Background: an optimization exercise with open tools, aiming at small area, a short achievable clock period and few clock cycles per item. Do not read the settings as production practice. RTL that was checked went through simulation tests only; none was proved equivalent to the original. Power figures rest on the tool's default switching activity, not on a simulated workload.

==> job 9620: inputs <==
// civ_engine
module civ_engine (
    input  wire        clk,
    input  wire        rst,          
    input  wire        en,           
    input  wire [10:0] bound,        
    input  wire        rx_valid,
    input  wire [7:0]  rx_data,
    output wire        rx_ready,
    output wire        tx_valid,
    output reg  [7:0]  tx_data,
    input  wire        tx_ready,
    output wire        cb_req,
    output wire [3:0]  cb_slot,
    output wire [31:0] cb_arg,
    input  wire        cb_ack,
    input  wire [31:0] cb_rdata
);
clock: 40.0 ns
lec_check: 0
abc_area: 1
cap_margin: 0
core_margin: 2
core_utilization: 60
cts_cluster_diameter: 80
cts_cluster_size: 30
slew_margin: 0
standard.sh (not shown) runs the stock make flow with config.mk's settings and CLKGATE_MAP_FILE= SYNTH_SCRIPT=/design/flow/synth_recipe.tcl, a recipe that flattens the netlist after the stock synthesis.
==> flow/flow/run.sh <==
#!/bin/bash
# Standard layout (the standard.sh) with two changes to how it is made:
#  - synthesis maps the logic with an area-oriented ABC script (flow/abc_area.script,
#    used in place of ORFS's, selected by ABC_AREA=1); registers are mapped as usual;
#  - the port buffers are made of the smallest buffer cell.
set -euo pipefail
rm -rf scripts_area
cp -r "$FLOW_HOME/scripts" scripts_area
cp flow/abc_area.script scripts_area/abc_area.script
export SCRIPTS_DIR="$PWD/scripts_area"
export BUFFER_PORTS_ARGS="-buffer_cell sky130_fd_sc_hd__buf_1"
bash standard.sh > standard_flow.log 2>&1
==> flow/flow/abc_area.script <==
strash
dch
amap
strash
&get -n
&st
&dch
&nf -R 1000 -p
&put
strash
dch
amap
topo
dnsize -c
==> inputs of job 2003, as changes to job 9620 <==
--- a/flow/design.v
+++ b/flow/design.v
@@ -214,31 +214,31 @@
         (rtype == T_10)   ? 8'h10 :
         (rtype == T_11)   ? 8'h11 :
         (rtype == T_12)   ? 8'h12 :
         (rtype == T_14)   ? 8'h14 :
         (rtype == T_16)   ? 8'h16 : 8'h1A;
     wire [7:0] sm0, sm1;
-    civ_smeter_enc u_sm (.level(res[3:0]), .m0(sm0), .m1(sm1));
+    civ_smeter_enc u_sm (.level(res[11:8]), .m0(sm0), .m1(sm1));
     reg [7:0] rdata;                     
     always @(*) begin
         rdata = 8'h00;
         case (rtype)
             T_FREQ: case (tc[2:0])
                 3'd5: rdata = xb;
                 3'd6: rdata = res[7:0];
                 3'd7: rdata = res[15:8];
                 3'd0: rdata = res[23:16];
                 default: ;
             endcase
-            T_MODE: rdata = (tc[0]) ? {7'd0, res[0]} : 8'h01;
+            T_MODE: rdata = (tc[0]) ? {7'd0, res[8]} : 8'h01;
             T_SM: case (tc[1:0])
                 2'd1: rdata = 8'h02;
                 2'd2: rdata = sm0;
                 default: rdata = sm1;
             endcase
-            T_PTT: rdata = (tc[0]) ? xb : {7'd0, res[0]};
+            T_PTT: rdata = (tc[0]) ? xb : {7'd0, res[8]};
             T_ID:  rdata = (tc[0]) ? xb : RIG_ID;
             T_14, T_16, T_1A: rdata = (tc == 5'd5) ? xb : 8'h00;
             default: ;
         endcase
     end
     wire [3:0] eidx = tc[3:0] - 4'd2;
@@ -400,18 +400,17 @@
                             if (dec && tc[4:3] == 2'b00)
                                 res <= horner;
                         end
                     end
                     P_CALL: begin
                         if (cb_ack) begin
+                            res <= rest_al;
                             if (rtype == T_FREQ) begin
-                                res <= rest_al;
                                 xb  <= dab_out[7:0];
                                 cv  <= 3'd6;
-                            end else
-                                res <= cb_rdata;
+                            end
                         end
                     end
                     default: begin   
                         if (cv != 3'd0) begin
                             xb  <= dab_out[7:0];
                             res <= conv_res;
==> flow/flow/run.sh (replaced) <==
#!/bin/bash
# Standard layout (the standard.sh) with three changes to how it is made:
#  - synthesis maps the logic with an area-oriented ABC script (flow/abc_area.script,
#    used in place of ORFS's, selected by ABC_AREA=1); registers are mapped as usual;
#  - synthesis leaves adders to ABC instead of mapping them to full/half-adder cells
#    (ADDER_MAP_FILE empty), which gives a smaller netlist for this design;
#  - the port buffers are made of the smallest buffer cell.
set -euo pipefail
rm -rf scripts_area
cp -r "$FLOW_HOME/scripts" scripts_area
cp flow/abc_area.script scripts_area/abc_area.script
export SCRIPTS_DIR="$PWD/scripts_area"
export ADDER_MAP_FILE=
export BUFFER_PORTS_ARGS="-buffer_cell sky130_fd_sc_hd__buf_1"
bash standard.sh > standard_flow.log 2>&1
Settings changed: CAP_MARGIN 0 to 20, SLEW_MARGIN 0 to 20.
==> run notes <==
metric	job 9620	job 2003
Sequential group share of total power	56.7%	56.2%
Post-Synth Simple-Gate Area	17.4%	19.1%
Clock slew seen by the registers of the worst setup and hold paths	100 ps	70 ps
HPWL after detailed placement	34000 µm	30800 µm
Placement Setup Slack	23630 ps	23640 ps
Pin slew with the least headroom to its limit	1080 ps	965 ps
Length of routed wiring on met1	17300 µm	16000 µm
Hold-critical path endpoint	dec	cv[0]
Die Y	157 µm	151 µm
Post-route standard cell area excluding fillers	15600 µm²	14300 µm²
Cell variety after synth	53	57
Layout clock area frac	3.28%	3.27%
Total instance count after detailed placement	2009	1895
Layout Area Growth over Synthesis	10.2%	10.2%
Power per unit of standard cell area	27.1 nW/µm²	30.0 nW/µm²
Synth Area in Adders	8.64%	0%
Clock network latency to the later pin of the worst-skew pair	510 ps	530 ps
Met1 track demand over resource in global routing	45.0%	49.3%
Number of nets in the synthesized netlist	1708	1562
Combinational fraction of design power	4.3%	6.9%
Share of power burned in the clock network	39.0%	36.9%
Run status	no timing/DRC/antenna violations	no timing/DRC/antenna violations
Testbench counts of job 9620, summed over its fixed seeds: cycles 13,384, frames 768.
Testbench counts of job 2003, summed over its fixed seeds: cycles 13,384, frames 768.

* * *

==> job 4977 <==
civ_engine, a different RTL version from the one above (not shown whole).
export LEC_CHECK = 0
export ABC_AREA = 1
export CAP_MARGIN = 20
export CORE_MARGIN = 2
export CORE_UTILIZATION = 40
export SLEW_MARGIN = 20
create_clock -name core_clock -period 40.0 [get_ports {clk}]
==> flow/flow/run.sh <==
#!/bin/bash
# Standard layout, with the port buffers made of the smallest buffer cell.
set -euo pipefail
export BUFFER_PORTS_ARGS="-buffer_cell sky130_fd_sc_hd__buf_1"
bash standard.sh > standard_flow.log 2>&1
==> job 3568: changes against job 4977 <==
--- a/flow/design.v
+++ b/flow/design.v
@@ -100,41 +100,45 @@
     reg [3:0]  rtype;
     reg        need_call;
     reg [3:0]  slot;
     reg        dec;                      
     reg [31:0] res;                      
     reg [7:0]  xb;                       
     reg [2:0]  cv;                       
-    wire wr_ok = (ph != P_ECHO) || ((tc > n + 5'd2) && (!dec || tc[4:3] != 2'b00));
-    assign rx_ready = en && !pend && (rs != RS_ACC || wr_ok);
+    reg rdy;
+    assign rx_ready = en && rdy;
     wire rx_fire = rx_valid && rx_ready;
     wire rx_fe = (rx_data == PREAMBLE);
     wire rx_fd = (rx_data == TERMINATOR);
     wire item_frm = rx_fire && (rs == RS_ACC) && rx_fd;
     wire item_rej = rx_fire && (((rs == RS_SAW) && !rx_fe) ||
                                 ((rs == RS_ACC) && !rx_fd && n[4]));
-    always @(posedge clk) begin
+    reg [1:0] rs_n;
+    reg [4:0] n_n;
+    always @(*) begin
+        rs_n = rs;
+        n_n  = n;
         if (rst) begin
-            rs <= RS_IDLE;
-            n  <= 5'd0;
+            rs_n = RS_IDLE;
+            n_n  = 5'd0;
         end else if (rx_fire) begin
             case (rs)
-                RS_IDLE: if (rx_fe) rs <= RS_SAW;
+                RS_IDLE: if (rx_fe) rs_n = RS_SAW;
                 RS_SAW: begin
                     if (rx_fe) begin
-                        rs <= RS_ACC;
-                        n  <= 5'd0;
+                        rs_n = RS_ACC;
+                        n_n  = 5'd0;
                     end else
-                        rs <= RS_IDLE;
+                        rs_n = RS_IDLE;
                 end
                 default: begin
                     if (rx_fd || n[4])
-                        rs <= RS_IDLE;
+                        rs_n = RS_IDLE;
                     else
-                        n <= n + 5'd1;
+                        n_n = n + 5'd1;
                 end
             endcase
         end
     end
     always @(posedge clk)
         if (rx_fire && rs == RS_ACC && !rx_fd && !n[4])
             buf_q[n[3:0]] <= rx_data;
@@ -320,85 +324,115 @@
         for (m = 0; m < 6; m = m + 1)
             if (nwrite[m])
                 conv_res[4*m +: 4] = dab_out[8+4*m +: 4];
     end
     wire fin = (ph == P_IDLE) || (reply && tx_fire && tx_last);
     wire have_item = pend || item_frm || item_rej;
     wire go_frm = pend ? pend_frm : item_frm;
+    reg [1:0] ph_n;
+    reg       pend_n, dec_n;
+    reg [4:0] tc_n;
+    always @(*) begin
+        ph_n   = ph;
+        pend_n = pend;
+        dec_n  = dec;
+        tc_n   = tc;
+        if (rst) begin
+            ph_n   = P_IDLE;
+            pend_n = 1'b0;
+            dec_n  = 1'b0;
+            tc_n   = 5'd0;
+        end else if (fin) begin
+            if (have_item) begin
+                pend_n = 1'b0;
+                tc_n   = 5'd0;
+                ph_n   = go_frm ? P_ECHO : P_REPLY;
+                dec_n  = go_frm && d_dec;
+            end else
+                ph_n = P_IDLE;
+        end else begin
+            if (item_frm || item_rej)
+                pend_n = 1'b1;
+            case (ph)
+                P_ECHO: begin
+                    if (tx_fire) begin
+                        if (tx_last) begin
+                            tc_n  = 5'd0;
+                            dec_n = 1'b0;
+                            ph_n  = need_call ? P_CALL : P_REPLY;
+                        end else
+                            tc_n = tc + 5'd1;
+                    end
+                end
+                P_CALL: if (cb_ack) ph_n = P_REPLY;
+                default: if (tx_fire) tc_n = tc + 5'd1;
+            endcase
+        end
+    end
+    wire wr_ok_n = (ph_n != P_ECHO) ||
+                   ((tc_n > n_n + 5'd2) && (!dec_n || tc_n[4:3] != 2'b00));
+    always @(posedge clk) begin
+        rs   <= rs_n;
+        n    <= n_n;
+        ph   <= ph_n;
+        pend <= pend_n;
+        dec  <= dec_n;
+        tc   <= tc_n;
+        rdy  <= !pend_n && (rs_n != RS_ACC || wr_ok_n);
+    end
     always @(posedge clk) begin
         if (rst) begin
-            ph   <= P_IDLE;
-            pend <= 1'b0;
-            tc   <= 5'd0;
             cv   <= 3'd0;
-            dec  <= 1'b0;
         end else begin
             if (fin) begin
                 if (have_item) begin
-                    pend <= 1'b0;
-                    tc   <= 5'd0;
                     cv   <= 3'd0;
                     if (go_frm) begin
-                        ph        <= P_ECHO;
                         elast     <= n + 5'd2;
                         dst       <= (n >= 5'd2) ? buf_q[1] : CTRL_ADDR;
                         src       <= (n >= 5'd2) ? buf_q[0] : RIG_ADDR;
                         xb        <= (L4 && d_type != T_FREQ) ? f3 : 8'h00;
                         rtype     <= d_type;
                         need_call <= d_call;
                         slot      <= d_slot;
-                        dec       <= d_dec;
                         res       <= {31'd0, d_arg};
                     end else begin
-                        ph        <= P_REPLY;
                         xb        <= 8'h00;
                         dst       <= CTRL_ADDR;
                         src       <= RIG_ADDR;
                         rtype     <= T_NAK;
                         need_call <= 1'b0;
-                        dec       <= 1'b0;
                     end
-                end else
-                    ph <= P_IDLE;
+                end
             end else begin
                 if (item_frm || item_rej) begin
-                    pend     <= 1'b1;
                     pend_frm <= item_frm;
                 end
                 case (ph)
                     P_ECHO: begin
                         if (tx_fire) begin
                             if (dec && tc[4:3] == 2'b00)
                                 res <= horner;
-                            if (tx_last) begin
-                                tc <= 5'd0;
-                                dec <= 1'b0;
-                                ph <= need_call ? P_CALL : P_REPLY;
-                            end else
-                                tc <= tc + 5'd1;
                         end
                     end
                     P_CALL: begin
                         if (cb_ack) begin
-                            ph <= P_REPLY;
                             if (rtype == T_FREQ) begin
                                 res <= rest_al;
                                 xb  <= dab_out[7:0];
                                 cv  <= NST - 1;
                             end else
                                 res <= cb_rdata;
                         end
                     end
                     default: begin   
                         if (cv != 3'd0) begin
                             xb  <= dab_out[7:0];
                             res <= conv_res;
                             cv  <= cv - 3'd1;
                         end
-                        if (tx_fire)
-                            tc <= tc + 5'd1;
                     end
                 endcase
             end
         end
     end
 endmodule
==> flow/flow/run.sh (replaced) <==
#!/bin/bash
# Standard layout (the standard.sh) with two changes to how it is made:
#  - synthesis maps the logic with an area-oriented ABC script (flow/abc_area.script,
#    used in place of ORFS's, selected by ABC_AREA=1); registers are mapped as usual;
#  - the port buffers are made of the smallest buffer cell.
set -euo pipefail
rm -rf scripts_area
cp -r "$FLOW_HOME/scripts" scripts_area
cp flow/abc_area.script scripts_area/abc_area.script
export SCRIPTS_DIR="$PWD/scripts_area"
export BUFFER_PORTS_ARGS="-buffer_cell sky130_fd_sc_hd__buf_1"
bash standard.sh > standard_flow.log 2>&1
==> flow/flow/abc_area.script (new file) <==
strash
dch
amap
strash
&get -n
&st
&dch
&nf -R 1000 -p
&put
strash
dch
amap
topo
dnsize -c
==> flow_metrics.tcl <==
set metrics [dict create \
    status "complete, no violations" \
    synth_area_leaders "edfxtp_1 (37%), nand2_1 (9.4%), inv_1 (6.1%)" \
    cts_sinks 218 \
    regArea_sq_um 6360 \
    netlist_area_sq_um 16000 \
    final_layout_size_suffix_gt1_share_pct 8.11 \
    synthCells 2032 \
    drt_first_iter_violations 1367 \
    yosysUniqueCellTypes 69 \
    dp_cells 2591 \
]
# the run above: job 4977

==> flow_metrics.tcl <==
set metrics [dict create \
    yosysUniqueCellTypes 52 \
    synth_top_family_by_area "compound AO/OA/AOI/OAI gates" \
    dp_cells 2091 \
    synth_area_leaders "edfxtp_1 (42%), nor2_1 (6.4%), clkinv_1 (5.2%)" \
    netlist_area_sq_um 14200 \
    synthCells 1508 \
    regArea_sq_um 6380 \
    status "complete, no violations" \
    seq_area_share_pct 39.3 \
]
# the run above: job 3568

No run of this note included a check of the RTL's function; only the layout flow was run.

[what the ideal ports hide]
The flow's constraints put no driver on any port. The routed layouts listed below were extracted and timed again, unchanged, in two steps. Step 1 assumes that a clkbuf_16 drives the clock port and a buf_2 every other input. Step 2 times the ports against the registers' clock, not the clock port: input delays grow and output delays shrink by t, the midpoint of the rising clock arrivals with the driver on. Slacks: no drivers / after step 1 / after step 2; pairs: no drivers / after step 1.
run	t (ns)	setup WS [ns]	worst setup path at the end
job 9620	0.546	23.631 / 23.608 / 23.608	input to output
job 2003	0.550	23.642 / 23.616 / 23.616	input to output
job 4977	0.611	23.484 / 23.457 / 23.457	input to output
job 3568	0.615	23.652 / 23.629 / 23.629	input to output
After both steps setup and hold are still met in every run listed. The setup slack of job 4977, which loses most, moves by -0.027 ns with the drivers and by -0.027 ns with both steps.
